What follows belongs to an exercise in optimizing a design on an open flow for small area, a short achievable clock period and few clock cycles; a production flow would make more cautious choices. The RTL was checked by simulation tests, not by an equivalence proof against the original design.

==> flow/design.v <==
module spa (
  input  wire        clk,
  input  wire        rst,         
  output wire        ready,       
  input  wire        reg_rd,
  input  wire        reg_wr,
  input  wire [7:0]  reg_addr,
  input  wire [31:0] reg_wdata,
  output wire [31:0] rdata,
  input  wire        cmd_valid,
  input  wire [63:0] cmd_word,
  output wire        err_o
);
  localparam [31:0] ID_VALUE     = 32'h5350_4131;
  localparam [31:0] CONFIG_VALUE = 32'h0000_0610;
  localparam [3:0] MC_LAST = 4'd7;      
  localparam [3:0] DC_LAST = 4'd15;     
  reg [31:0] pos;
  reg [15:0] frac;
  reg [31:0] delta;
  reg [31:0] lbeg;
  reg [31:0] lend;
  reg        dir;           
  reg        stopped;
  reg        disowned;
  reg [5:0]  handle;
  reg [2:0]  status;        
  reg        err;           
  reg [63:0] chact;
  reg        busy;
  reg        rdy;           
  reg        ph_m, ph_m0, ph_m1, ph_p1, ph_p2, ph_d, ph_d0, ph_f;
  reg [3:0]  cnt;
  reg        is_nl, is_fw, is_pp, back;
  reg        illegal;
  reg        lorder;        
  reg [31:0] len;           
  reg [33:0] len3;          
  reg        bnd_r;         
  reg [15:0] f1r;           
  reg        fin;           
  reg [32:0] A;
  reg [31:0] Q;
  assign ready = rdy;
  assign err_o = err;
  wire acc_wr  = ~busy & reg_wr;
  wire acc_cmd = ~busy & cmd_valid;
  wire [35:0] mul_sum = {4'd0, A[31:0]} + delta * Q[3:0];
  wire [32:0] d_a0  = A;
  wire        d_s0  = d_a0[32];
  wire [33:0] d_r1  = {d_a0, Q[31]} + ({2'b00, len} ^ {34{~d_s0}}) + {33'd0, ~d_s0};
  wire [34:0] d_4r  = {d_a0, Q[31], Q[30]};
  wire [34:0] d_kp  = d_s0 ? {3'b000, len} : ~{1'b0, len3};
  wire [34:0] d_kn  = d_s0 ? {1'b0, len3} : ~{3'b000, len};
  wire [34:0] d_cp  = d_4r + d_kp + {34'd0, ~d_s0};
  wire [34:0] d_cn  = d_4r + d_kn + {34'd0, ~d_s0};
  wire        d_n1  = d_r1[33];
  wire [34:0] d_r2  = d_n1 ? d_cn : d_cp;
  wire [31:0] r4716 = {A[15:0], Q[31:16]};
  wire        c48   = back & ~|r4716 & (Q[15:0] < ~frac);
  wire        rneg  = A[32];    
  wire sa_lend = ph_m0 | (ph_d0 & ~back) | (ph_f & (is_fw ? rneg : back));
  wire sa_len  = ph_m1;
  wire sa_pos  = ph_p1;
  wire sa_A    = ph_p2 & ~back;
  wire sa_lbeg = ((ph_p2 | ph_d0) & back) | (ph_f & (is_fw ? ~rneg : ~back));
  wire sb_lbeg = ph_m0;
  wire sb_len2 = ph_m1;
  wire sb_r    = ph_p1;
  wire sb_lend = ph_p2 & ~back;
  wire sb_A    = (ph_p2 & back) | ph_f;
  wire sb_Q    = ph_d0;
  wire x_inv   = ph_m0 | ((ph_p1 | ph_d0) & back) | ph_p2 | (ph_f & is_pp & (rneg ^ back));
  wire x_c     = ph_m0 | ((ph_p1 | ph_d0) & back) | ph_p2;
  wire [33:0] xa = ({34{sa_lend}} & {2'b00, lend})
                 | ({34{sa_len}}  & {2'b00, len})
                 | ({34{sa_pos}}  & {2'b00, pos})
                 | ({34{sa_A}}    & {2'b00, A[31:0]})
                 | ({34{sa_lbeg}} & {2'b00, lbeg});
  wire [33:0] xb = ({34{sb_lbeg}} & {2'b00, lbeg})
                 | ({34{sb_len2}} & {1'b0, len, 1'b0})
                 | ({34{sb_r}}    & {1'b0, c48, r4716})
                 | ({34{sb_lend}} & {2'b00, lend})
                 | ({34{sb_A}}    & {A[32], A})
                 | ({34{sb_Q}}    & {2'b00, Q});
  wire [33:0] xs = xa + (xb ^ {34{x_inv}}) + {33'd0, x_c};
  wire lzero   = ~|len;
  wire f_lord  = ~illegal & ~is_nl & bnd_r & lorder;
  wire f_ppz   = ~illegal & is_pp & bnd_r & ~lorder & lzero;
  wire f_any   = illegal | f_lord | f_ppz;
  reg [5:0]  ra;
  reg [31:0] rd_val;
  always @* begin
    case (ra)
      6'h00:   rd_val = pos;
      6'h01:   rd_val = {16'd0, frac};
      6'h02:   rd_val = delta;
      6'h03:   rd_val = lbeg;
      6'h04:   rd_val = lend;
      6'h05:   rd_val = {30'd0, stopped, dir};
      6'h06:   rd_val = {disowned, 25'd0, handle};
      6'h07:   rd_val = {29'd0, status};
      6'h08:   rd_val = ID_VALUE;
      6'h09:   rd_val = CONFIG_VALUE;
      6'h10:   rd_val = chact[31:0];
      6'h11:   rd_val = chact[63:32];
      default: rd_val = 32'd0;
    endcase
  end
  always @(posedge clk) ra <= reg_addr[7:2];
  assign rdata = rd_val;
  always @(posedge clk) begin
    if (acc_cmd) begin
      is_nl   <= (cmd_word[1:0] == 2'd0);
      is_fw   <= (cmd_word[1:0] == 2'd1);
      is_pp   <= (cmd_word[1:0] == 2'd2);
      back    <= (cmd_word[1:0] == 2'd2) & dir;
      illegal <= (cmd_word[1:0] == 2'b11) | (|cmd_word[31:2]);
      Q       <= cmd_word[63:32];
      A       <= {17'd0, ((cmd_word[1:0] == 2'd2) & dir) ? ~frac : frac};
    end else if (ph_m) begin
      A <= {1'b0, mul_sum[35:4]};
      Q <= {mul_sum[3:0], Q[31:4]};
    end else if (ph_p1) begin
      A <= xs[32:0];
    end else if (ph_p2) begin
      A <= {32'd0, xs[32] & (len != 32'd1)};
      Q <= xs[31:0];
    end else if (ph_d) begin
      A <= d_r2[32:0];
      Q <= {Q[29:0], ~d_n1, ~d_r2[34]};
    end
    if (ph_m0) begin
      len    <= xs[31:0];
      lorder <= xs[33];
    end
    if (ph_m1) len3 <= xs;
    if (ph_p1) f1r <= back ? ~Q[15:0] : Q[15:0];
    if (ph_p2) bnd_r <= ~xs[33];
  end
  always @(posedge clk) begin
    if (rst) begin
      pos      <= 32'd0;
      frac     <= 16'd0;
      delta    <= 32'd0;
      lbeg     <= 32'd0;
      lend     <= 32'd0;
      dir      <= 1'b0;
      stopped  <= 1'b0;
      disowned <= 1'b0;
      handle   <= 6'd0;
      status   <= 3'd0;
      err      <= 1'b0;
      chact    <= 64'd0;
      busy     <= 1'b0;
      rdy      <= 1'b1;
      ph_m     <= 1'b0;
      ph_m0    <= 1'b0;
      ph_m1    <= 1'b0;
      ph_p1    <= 1'b0;
      ph_p2    <= 1'b0;
      ph_d     <= 1'b0;
      ph_d0    <= 1'b0;
      ph_f     <= 1'b0;
      cnt      <= 4'd0;
      fin      <= 1'b0;
    end else begin
      if (acc_wr) begin
        case (reg_addr[7:2])
          6'h00: pos   <= reg_wdata;
          6'h01: frac  <= reg_wdata[15:0];
          6'h02: delta <= reg_wdata;
          6'h03: lbeg  <= reg_wdata;
          6'h04: lend  <= reg_wdata;
          6'h05: begin
            dir     <= reg_wdata[0];
            stopped <= reg_wdata[1];
          end
          6'h06: begin
            handle   <= reg_wdata[5:0];
            disowned <= reg_wdata[31];
          end
          6'h07: begin
            status <= status & ~reg_wdata[2:0];
            err    <= |(status & ~reg_wdata[2:0]);
          end
          6'h10: chact[31:0]  <= reg_wdata;
          6'h11: chact[63:32] <= reg_wdata;
          default: ;
        endcase
      end
      ph_m0 <= acc_cmd;
      ph_m1 <= ph_m0;
      ph_p1 <= ph_m & (cnt == MC_LAST);
      ph_p2 <= ph_p1;
      ph_d0 <= ph_p2;
      ph_f  <= ph_d & (cnt == DC_LAST);
      if (acc_cmd) begin
        busy <= 1'b1;
        rdy  <= 1'b0;
        ph_m <= 1'b1;
      end
      if (ph_m | ph_d) cnt <= cnt + 4'd1;
      if (ph_m & (cnt == MC_LAST)) begin
        ph_m <= 1'b0;
        cnt  <= 4'd0;
      end
      if (ph_p2) ph_d <= 1'b1;
      if (ph_d & (cnt == DC_LAST)) ph_d <= 1'b0;
      if (ph_f) begin
        busy <= 1'b0;
        rdy  <= 1'b1;
      end
      if (ph_d0) begin
        status <= status | {f_ppz, f_lord, illegal};
        err    <= err | f_any;
        fin    <= ~f_any & ~is_nl & bnd_r & ~lzero;
        if (~f_any) begin
          frac <= f1r;
          if (is_nl) begin
            if (bnd_r) begin
              stopped <= 1'b1;
              if (!disowned) chact[handle] <= 1'b0;
              else           pos <= xs[31:0];
            end else begin
              pos <= xs[31:0];
            end
          end else if (!bnd_r) begin
            pos <= xs[31:0];
          end else if (is_fw & lzero) begin
            pos <= 32'd0;
          end
        end
      end
      if (ph_f & fin) begin
        pos <= xs[31:0];
        if (is_pp & rneg) begin
          dir  <= ~dir;
          frac <= ~frac + 16'd1;
        end
      end
    end
  end
endmodule
==> flow/config.mk <==
export PLATFORM = sky130hd
export DESIGN_NAME = spa
export DESIGN_NICKNAME = spa
export VERILOG_FILES = /design/flow/design.v
export SDC_FILE = /design/flow/constraint.sdc
export NUM_CORES = 4
export LEC_CHECK = 0
export CAP_MARGIN = 20
export CORE_MARGIN = 2
export CORE_UTILIZATION = 40
export SETUP_SLACK_MARGIN = 5
export SLEW_MARGIN = 20
==> flow/constraint.sdc <==
create_clock -name core_clock -period 10.0 [get_ports {clk}]
set_input_delay 2.0000 -clock core_clock [delete_from_list [all_inputs] [get_ports {clk}]]
set_output_delay 2.0000 -clock core_clock [all_outputs]
set_load 0.01 [all_outputs]
standard.sh (not shown) runs the stock make flow with config.mk's settings and CLKGATE_MAP_FILE= SYNTH_SCRIPT=/design/flow/synth_recipe.tcl, a recipe that flattens the netlist after the stock synthesis.
==> flow/flow/run.sh <==
#!/bin/bash
# The standard layout (standard synthesis unchanged) with the smallest buffer
# on every port instead of the default delay-buffer cell. Each tool's output
# goes to a log file in the work folder.
set -euo pipefail
bash standard.sh "BUFFER_PORTS_ARGS=-buffer_cell sky130_fd_sc_hd__buf_1" finish > standard_flow.log 2>&1
Testbench counts at the start, summed over its fixed seeds: cycles 94,756.
Change:
==> flow/run.sh (new file) <==
#!/bin/bash
# synth_recipe.tcl (not shown) runs the flow's synth.tcl, then flattens the netlist and writes it again
# the make line also repeats each setting of config.mk as NAME=value (left out here)
make -C /OpenROAD-flow-scripts/flow DESIGN_CONFIG=/design/flow/config.mk WORK_HOME=/design/flow/orfs CLKGATE_MAP_FILE= SYNTH_SCRIPT=/design/flow/synth_recipe.tcl finish
removed: flow/flow/run.sh
removed: flow/standard.sh
Outcome: Routed wire length goes down by 1.0%; final cell count stays flat; synthesized cell count does not change; count of clock-buffer cells in the layout goes down by 2.

## separate check: timing with driven ports
No port has a modelled driver above. Below, the same layouts with a new extraction and two added sets of constraints.
Step 1 assumes that a clkbuf_16 drives the clock port and a buf_2 every other input.
Step 2 times the ports against the registers' clock, not the clock port: input delays grow and output delays shrink by t, the midpoint of the rising clock arrivals with the driver on.
Slacks: ideal / step 1 / step 2; pairs: ideal / step 1.
run	shift t [ns]	slack for setup (ns)	clock arrival spread, ns	worst data-port slew with drivers (ns)	pins driven straight from the clock port
the first run	0.659	5.083 / 5.061 / 4.863	0.022 / 0.022	0.08	1
the second run	0.672	5.008 / 4.944 / 4.721	0.027 / 0.026	0.07	1
After both steps setup and hold are still met in every run listed. The setup slack of the second run, which loses most, moves by -0.064 ns with the drivers and by -0.287 ns with both steps.
